Context: an optimization exercise on an open-source flow, tuned for small area, a short achievable clock period and few clock cycles. The choices shown serve that exercise and are no tape-out recipe.

==> v25 <==
==> flow/design.v <==
module pzip_packer (
    input  wire       clk,
    input  wire       rst,
    input  wire       in_valid,
    output wire       in_ready,
    input  wire [7:0] in_data,
    input  wire       in_last,
    output wire       out_valid,
    input  wire       out_ready,
    output wire [7:0] out_data,
    output reg        done,
    output reg  [3:0] tlen
);
    integer i;
    function automatic gtf(input [7:0] a, input [7:0] b);
        integer k;
        reg r;
        begin
            r = 1'b0;
            for (k = 0; k < 8; k = k + 1)
                r = (a[k] & ~b[k]) | (~(a[k] ^ b[k]) & r);
            gtf = r;
        end
    endfunction
    reg        ih_v, is_v;
    reg  [8:0] ih, is;
    wire       consume;
    wire       push_in = in_valid && in_rdy;
    reg        in_rdy;        
    assign in_ready = in_rdy;
    wire       ih_ld = !ih_v || consume;
    always @(posedge clk) begin
        if (rst) begin
            ih_v   <= 1'b0;
            is_v   <= 1'b0;
            in_rdy <= 1'b1;
        end else if (ih_ld) begin
            ih_v   <= is_v || push_in;
            is_v   <= 1'b0;
            in_rdy <= 1'b1;
        end else if (push_in) begin
            is_v   <= 1'b1;
            in_rdy <= 1'b0;
        end
    end
    always @(posedge clk) begin
        if (ih_ld)
            ih <= is_v ? is : {in_last, in_data};
        if (in_rdy)               
            is <= {in_last, in_data};
    end
    wire [7:0] x  = ih[7:0];
    wire       xl = ih[8];
    reg        ov, sv;
    reg  [7:0] ob, sb;
    wire       wpush;
    wire [7:0] wbyte;
    assign out_valid = ov;
    assign out_data  = ob;
    wire       wr_ok = !sv;
    wire       ob_ld = !ov || out_ready;
    always @(posedge clk) begin
        if (rst) begin
            ov <= 1'b0;
            sv <= 1'b0;
        end else if (ob_ld) begin
            ov <= sv || wpush;
            sv <= 1'b0;
        end else if (wpush) begin
            sv <= 1'b1;
        end
    end
    always @(posedge clk) begin
        if (ob_ld)
            ob <= sv ? sb : wbyte;
        if (!sv)                  
            sb <= wbyte;
    end
    reg  [7:0] sa [0:8];      
    reg  [3:0] rk [0:8];      
    reg  [3:0] cnt;           
    reg        pkt_last;      
    reg        run_mode;
    reg  [7:0] rn;            
    reg  [7:0] m [0:9];       
    reg  [3:0] mc;            
    reg  [2:0]  rt;           
    reg  [3:0]  rc;           
    reg         rz;           
    reg  [29:0] za;           
    reg  [20:0] zd;           
    reg  [1:0]  zs;           
    reg         zb;           
    reg  [1:0]  zc;           
    reg         end_p;        
    reg  [3:0]  el;           
    wire       c_rle = (sa[0] == sa[8]);
    reg        c_raw;
    reg  [3:0] lo [1:8];      
    reg  [3:0] orv;
    reg        bw;
    always @(*) begin
        c_raw = 1'b0;
        orv   = 4'd0;
        for (i = 1; i < 9; i = i + 1) begin
            bw    = gtf({4'd0, sa[i-1][3:0]}, {4'd0, sa[i][3:0]});
            c_raw = c_raw | (bw ? (sa[i][7:4] != sa[i-1][7:4] + 4'd1)
                                : (sa[i][7:4] != sa[i-1][7:4]));
            lo[i] = sa[i][3:0] - sa[i-1][3:0];
            orv   = orv | lo[i];
        end
    end
    wire [3:0] bb = {orv[3], !orv[3] & orv[2], !orv[3] & !orv[2] & orv[1],
                     !orv[3] & !orv[2] & !orv[1]};
    wire [3:0] b_p1 = {1'b0, bb[2] | bb[3], bb[0] | bb[1], bb[1] | bb[3]};   
    wire [2:0] b_p2 = {!bb[0], bb[0] | bb[3], bb[0] | bb[2]};                
    reg  [31:0] pk1, pk2, pk3, pk4;
    always @(*) begin
        pk1 = 32'd0; pk2 = 32'd0; pk3 = 32'd0; pk4 = 32'd0;
        for (i = 1; i < 9; i = i + 1) begin
            pk1[32-i]        = lo[i][0];
            pk2[33-2*i -: 2] = lo[i][1:0];
            pk3[34-3*i -: 3] = lo[i][2:0];
            pk4[35-4*i -: 4] = lo[i][3:0];
        end
    end
    wire [31:0] pdl = ({32{bb[0]}} & pk1) | ({32{bb[1]}} & pk2) |
                      ({32{bb[2]}} & pk3) | ({32{bb[3]}} & pk4);
    wire [9:0] zi = {rk[8], 6'd0} + {1'b0, rk[8], 5'd0} + {4'd0, rk[8], 2'd0}
                  + {3'd0, rk[7], 3'd0} + {5'd0, rk[7], 1'b0} + {6'd0, rk[6]};
    function automatic [6:0] pair(input [3:0] h, input [3:0] l);
        pair = {h, 3'd0} + {2'd0, h, 1'b0} + {3'd0, l};
    endfunction
    wire [29:0] hz = {za[23:0], 6'd0} + {1'b0, za[23:0], 5'd0} + {4'd0, za[23:0], 2'd0}
                   + {23'd0, zd[20:14]};
    localparam [2:0] E_IDLE = 3'd0, E_TAG = 3'd1, E_Z = 3'd2, E_M = 3'd3,
                     E_ET = 3'd4, E_EP = 3'd5, E_EM = 3'd6;
    reg  [2:0] ep;
    reg  [2:0] wn;            
    reg  [7:0] wl;            
    reg        dw;            
    reg        rec_p;
    wire [2:0] ep_e = (ep != E_IDLE) ? ep : (end_p && !dw) ? E_ET :
                      (rec_p && !end_p) ? E_TAG : E_IDLE;
    wire       t_merge = !(wn[2] && (wn[1] || wn[0]));        
    wire       wn_le5  = !(wn[2] && wn[1]);                    
    reg        ch_v;          
    reg  [10:0] ch;           
    reg  [3:0] ch_n;          
    reg        m_pop;
    always @(*) begin
        ch_v  = 1'b0;
        ch    = 11'd0;
        ch_n  = 4'd8;
        m_pop = 1'b0;
        case (ep_e)
            E_TAG: begin
                ch_v  = wr_ok;
                ch    = t_merge ? {rt, m[0]} : {rt, 8'd0};
                ch_n  = t_merge ? 4'd11 : 4'd3;
                m_pop = wr_ok && t_merge;
            end
            E_Z: begin
                ch_v = wr_ok && (zs == 2'd3);
                ch   = {((zc == 2'd0) ? {2'b00, za[29:24]} : za[29:22]), 3'd0};
            end
            E_M, E_EM: begin
                ch_v  = wr_ok;
                ch    = {m[0], 3'd0};
                m_pop = wr_ok;
            end
            E_ET: begin
                ch_v = wr_ok;
                ch   = 11'h700;
                ch_n = wn_le5 ? (4'd8 - {1'b0, wn}) : 4'd3;
            end
            E_EP: begin
                ch_v = wr_ok;
                ch   = 11'h000;
                ch_n = 4'd8 - {1'b0, wn};
            end
            default: ;
        endcase
    end
    wire [18:0] comb = {wl, 11'h000} | ({ch, 8'h00} >> wn);
    wire [4:0]  tot  = {2'b00, wn} + {1'b0, ch_n};
    assign wpush = ch_v && tot[3];
    assign wbyte = comb[18:11];
    wire full = (cnt == 4'd9);
    wire eq   = (x == sa[0]);
    wire early = (mc == 4'd10) && m_pop;
    wire hand  = !run_mode && full && !(end_p && pkt_last) && !zb && ((mc == 4'd9) || early);
    wire h_pd  = hand && !c_rle && !c_raw;
    wire h_raw = hand && c_raw;
    wire rle_go = hand && c_rle && !pkt_last;    
    wire rm = run_mode || rle_go;
    wire [7:0] rn_e = run_mode ? rn : 8'd9;
    wire r_more = (rn_e != 8'd255);
    wire r_ext  = rm && ih_v && eq && r_more;
    wire r_end  = (r_ext && xl && !end_p) || (ih_v && !(eq && r_more) && !(xl && end_p)) ||
                  (!ih_v && !r_more);
    wire rle_w  = (rm && r_end) || (hand && c_rle && pkt_last);
    wire [7:0] rle_n = (rm && r_ext) ? rn_e + 8'd1 : rn_e;
    wire m_space = m_pop || (mc != 4'd10);
    assign consume = ih_v && (
        run_mode ? ((r_ext && !xl) || r_end) :
        full     ? (hand && !pkt_last && !(xl && end_p)) :
                   (m_space && !(xl && end_p)));
    wire ins = consume && !r_ext;
    wire [3:0] cnt_e = (run_mode || full) ? 4'd0 : cnt;
    reg  [8:0] gt;
    always @(*) begin
        for (i = 0; i < 8; i = i + 1)
            gt[i] = (i >= cnt_e) || gtf(sa[i], x);
        gt[8] = 1'b1;
    end
    wire [3:0] q = {!gt[7],
                    !gt[3] & gt[7],
                    (!gt[1] & gt[3]) | (!gt[5] & gt[7]),
                    (!gt[0] & gt[1]) | (!gt[2] & gt[3]) | (!gt[4] & gt[5]) | (!gt[6] & gt[7]) | !gt[8]};
    reg  [3:0] rk_n [1:8];
    reg  [3:0] rk_p [1:8];
    always @(*) begin
        for (i = 1; i < 9; i = i + 1)
            rk_p[i] = rk[i] + 4'd1;
    end
    always @(*) begin
        for (i = 1; i < 9; i = i + 1)
            rk_n[i] = (rk[i] > q) ? rk_p[i] : rk[i];
    end
    wire [3:0] mc_p = mc - {3'd0, m_pop};
    wire [3:0] mc_d = mc - 4'd1;
    wire [3:0] mc_i = mc + 4'd1;
    wire [3:0] mc_k1 = h_pd   ? b_p1 + 4'd1 :
                       rle_w  ? 4'd3 :
                       rle_go ? 4'd1 : (m_pop ? mc : mc_i);
    wire [3:0] mc_k = h_pd   ? b_p1 :
                      rle_w  ? 4'd2 :
                      rle_go ? 4'd0 : (m_pop ? mc_d : mc);
    reg  [9:0] xs_p;
    always @(*) begin
        for (i = 0; i < 10; i = i + 1)
            xs_p[i] = m_pop ? (mc == i + 1) : (mc == i);
    end
    wire [9:0] xs_d = {4'd0, orv[3], !orv[3] & orv[2], !orv[3] & !orv[2] & orv[1],
                       !orv[3] & !orv[2] & !orv[1], 2'd0};
    wire [9:0] xs = h_pd ? xs_d : rle_w ? 10'd4 : xs_p;
    always @(posedge clk) begin
        if (ins) begin
            for (i = 0; i < 9; i = i + 1)
                if (gt[i])
                    sa[i] <= (i == 0) ? x : (gt[i-1] ? sa[i-1] : x);
            for (i = 0; i < 8; i = i + 1)
                rk[i] <= rk_n[i+1];
            rk[8] <= q + 4'd1;
        end
        for (i = 0; i < 10; i = i + 1) begin
            if (ih_v && xs[i])
                m[i] <= x;
            else if (h_pd && i < 5)
                m[i] <= (i == 0) ? sa[0] : pdl[39-8*i -: 8];
            else if (rle_w && i < 2)
                m[i] <= (i == 0) ? rle_n : sa[0];
            else if (m_pop && i < 9)
                m[i] <= m[i+1];
        end
    end
    wire fire = dw && !sv && (!ov || out_ready);
    wire rec = h_pd || h_raw || rle_w;
    always @(posedge clk) begin
        if (rst) begin
            cnt      <= 4'd0;
            pkt_last <= 1'b0;
            run_mode <= 1'b0;
            mc       <= 4'd0;
            zb       <= 1'b0;
            end_p    <= 1'b0;
            ep       <= E_IDLE;
            wn       <= 3'd0;
            wl       <= 8'd0;
            done     <= 1'b0;
            dw       <= 1'b0;
            rec_p    <= 1'b0;
        end else begin
            mc <= ins ? mc_k1 : mc_k;
            if (ins)
                cnt <= (xl && cnt_e != 4'd8) ? 4'd0 : cnt_e + 4'd1;
            else if (hand)
                cnt <= 4'd0;
            if (ins && xl && cnt_e == 4'd8)
                pkt_last <= 1'b1;
            else if (hand)
                pkt_last <= 1'b0;
            if (rm)
                run_mode <= !r_end;
            if (h_pd)
                zb <= 1'b1;
            else if (ep_e == E_Z && ch_v && zc == 2'd3)
                zb <= 1'b0;
            if ((ins && xl && cnt_e != 4'd8) || (hand && pkt_last) || (rm && r_end && r_ext))
                end_p <= 1'b1;
            else if (fire)
                end_p <= 1'b0;
            done <= fire;
            if (fire)
                dw <= 1'b0;
            else if (ch_v && ((ep_e == E_ET && wn_le5 && el == 4'd0) ||
                              (ep_e == E_EP && el == 4'd0) ||
                              (ep_e == E_EM && rc == 4'd1)))
                dw <= 1'b1;
            if (rec && end_p)
                rec_p <= 1'b1;
            else if (ep == E_IDLE && ep_e == E_TAG && ch_v)
                rec_p <= 1'b0;
            if (ch_v) begin
                wn <= tot[2:0];
                wl <= tot[3] ? comb[10:3] : comb[18:11];
            end
            if (rec && !end_p)
                ep <= E_TAG;
            else case (ep_e)
                E_TAG: if (ch_v)
                    ep <= E_M;
                E_M: if (ch_v && rc == 4'd1)
                    ep <= rz ? E_Z : E_IDLE;
                E_Z: if (ch_v && zc == 2'd3)
                    ep <= E_IDLE;
                E_ET: if (ch_v)
                    ep <= !wn_le5 ? E_EP : (el == 4'd0) ? E_IDLE : E_EM;
                E_EP: if (ch_v)
                    ep <= (el == 4'd0) ? E_IDLE : E_EM;
                E_EM: if (ch_v && rc == 4'd1)
                    ep <= E_IDLE;
                default: ;
            endcase
        end
    end
    always @(posedge clk) begin
        if (ins && xl && cnt_e != 4'd8)
            el <= cnt_e + 4'd1;
        else if ((hand && pkt_last) || (rm && r_end && r_ext))
            el <= 4'd0;
        tlen <= el;               
        rn <= (r_ext && !xl) ? rn_e + 8'd1 : rn_e;    
        if (rec) begin
            rt <= h_pd ? b_p2 : h_raw ? 3'd1 : 3'd0;
            rc <= h_pd ? b_p1 : h_raw ? 4'd9 : 4'd2;
            rz <= h_pd;
        end else if ((ep_e == E_ET || ep_e == E_EP) && !rec_p)
            rc <= el;
        else if (m_pop)
            rc <= rc - 4'd1;
        zd <= h_pd ? {pair(rk[5], rk[4]), pair(rk[3], rk[2]), pair(rk[1], rk[0])}
                   : {zd[13:0], 7'd0};
        if (h_pd) begin
            za <= {20'd0, zi};
            zs <= 2'd0;
            zc <= 2'd0;
        end else if (zs != 2'd3) begin
            za <= hz;
            zs <= zs + 2'd1;
        end else if (ep_e == E_Z && ch_v) begin
            za <= (zc == 2'd0) ? {za[23:0], 6'd0} : {za[21:0], 8'd0};
            zc <= zc + 2'd1;
        end
    end
endmodule
==> flow/flow/run.sh <==
#!/bin/bash
# The standard layout, with the port buffers made of buf_4 cells instead of
# the cell buffer_ports picks by itself (a slow delay buffer on sky130hd).
set -euo pipefail
bash standard.sh 'BUFFER_PORTS_ARGS=-buffer_cell sky130_fd_sc_hd__buf_4' finish > standard_flow.log 2>&1
==> flow/standard.sh <==
#!/bin/bash
# synth_recipe.tcl (not shown) runs the flow's synth.tcl, then flattens the netlist and writes it again
# the make line also repeats each setting of config.mk as NAME=value (left out here)
make -C /OpenROAD-flow-scripts/flow DESIGN_CONFIG=/design/flow/config.mk WORK_HOME=/design/flow/orfs CLKGATE_MAP_FILE= SYNTH_SCRIPT=/design/flow/synth_recipe.tcl "${@:-finish}"
==> flow/config.mk <==
export PLATFORM = sky130hd
export DESIGN_NAME = pzip_packer
export DESIGN_NICKNAME = pzip_packer
export VERILOG_FILES = /design/flow/design.v
export SDC_FILE = /design/flow/constraint.sdc
export NUM_CORES = 4
export LEC_CHECK = 0
export CAP_MARGIN = 20
export CORE_MARGIN = 2
export CORE_UTILIZATION = 40
export CTS_BUF_LIST = sky130_fd_sc_hd__clkbuf_16
export CTS_CLUSTER_DIAMETER = 100
export CTS_CLUSTER_SIZE = 26
export SLEW_MARGIN = 20
==> flow/constraint.sdc <==
create_clock -name core_clock -period 23.0 [get_ports {clk}]
set_input_delay 4.6000 -clock core_clock [delete_from_list [all_inputs] [get_ports {clk}]]
set_output_delay 4.6000 -clock core_clock [all_outputs]
set_load 0.01 [all_outputs]
==> v8 (differences from v25) <==
--- a/flow/design.v
+++ b/flow/design.v
@@ -47,5 +47,5 @@
         if (ih_ld)
             ih <= is_v ? is : {in_last, in_data};
-        if (in_rdy)               
+        if (!ih_ld && push_in)
             is <= {in_last, in_data};
     end
@@ -341,6 +341,8 @@
         else if ((hand && pkt_last) || (rm && r_end && r_ext))
             el <= 4'd0;
-        tlen <= el;               
-        rn <= (r_ext && !xl) ? rn_e + 8'd1 : rn_e;    
+        if (dw)
+            tlen <= el;
+        if (rm)
+            rn <= (r_ext && !xl) ? rn_e + 8'd1 : rn_e;
         if (rec) begin
             rt <= h_pd ? b_p2 : h_raw ? 3'd1 : 3'd0;
@@ -351,12 +353,12 @@
         else if (m_pop)
             rc <= rc - 4'd1;
-        zd <= h_pd ? {pair(rk[5], rk[4]), pair(rk[3], rk[2]), pair(rk[1], rk[0])}
-                   : {zd[13:0], 7'd0};
         if (h_pd) begin
             za <= {20'd0, zi};
+            zd <= {pair(rk[5], rk[4]), pair(rk[3], rk[2]), pair(rk[1], rk[0])};
             zs <= 2'd0;
             zc <= 2'd0;
         end else if (zs != 2'd3) begin
             za <= hz;
+            zd <= {zd[13:0], 7'd0};
             zs <= zs + 2'd1;
         end else if (ep_e == E_Z && ch_v) begin
==> flow_summary_export.csv <==
group,metric,value,unit
routing,via_per_inst,5.700,
timing,setup_ws,17.22,ns
timing,fin_crit_sh,0.2513,
synthesis,synth_compound_area_frac,0.1576,
synthesis,ys_top_cells_by_area,"edfxtp_1 (32%), ha_1 (14%), dfxtp_1 (5.3%)",
timing,fmax,173.0,MHz
synthesis,synthesis.nets,2823,
outcome,status,"no timing/DRC/antenna violations",
finish,multi_input_gates,1905,
-- figures above: v8

==> flow_summary_export.csv <==
group,metric,value,unit
outcome,status,"no timing/DRC/antenna violations",
synthesis,synthesis.nets,2799,
timing,fin_crit_sh,0.2642,
timing,fmax,164.5,MHz
timing,setup_ws,16.92,ns
synthesis,ys_top_cells_by_area,"edfxtp_1 (29%), ha_1 (14%), dfxtp_1 (8.1%)",
routing,via_per_inst,5.817,
finish,multi_input_gates,1894,
synthesis,synth_compound_area_frac,0.1531,
-- figures above: v25

No functional check of the RTL was part of any run of this note.

[static timing again, ports no longer ideal]
Ports are ideal in the flow. The routed layouts listed here were re-timed in OpenROAD.
Step 1, drivers: a clkbuf_16 drives clk and a buf_2 each remaining input, both assumed.
Step 2 adds t to the input delays and takes it off the output delays; t is the mean of the earliest and latest rising clock arrival at the registers after step 1. Input paths then give back, and output paths get back, about the clock's delay inside the block.
Three values: ideal, step 1, step 2; two values: the first two.
run	t, ns	setup WS [ns]	clock arrival spread, ns	worst data-port slew with drivers (ns)	cell pins on the clock port's net
v25	0.605	16.923 / 16.865 / 17.219	0.053 / 0.053	0.04	1
v8	0.603	17.219 / 17.160 / 17.184	0.034 / 0.034	0.05	1
After both steps setup and hold are still met in every run listed. The setup slack of v8, which loses most, moves by -0.059 ns with the drivers and by -0.035 ns with both steps.
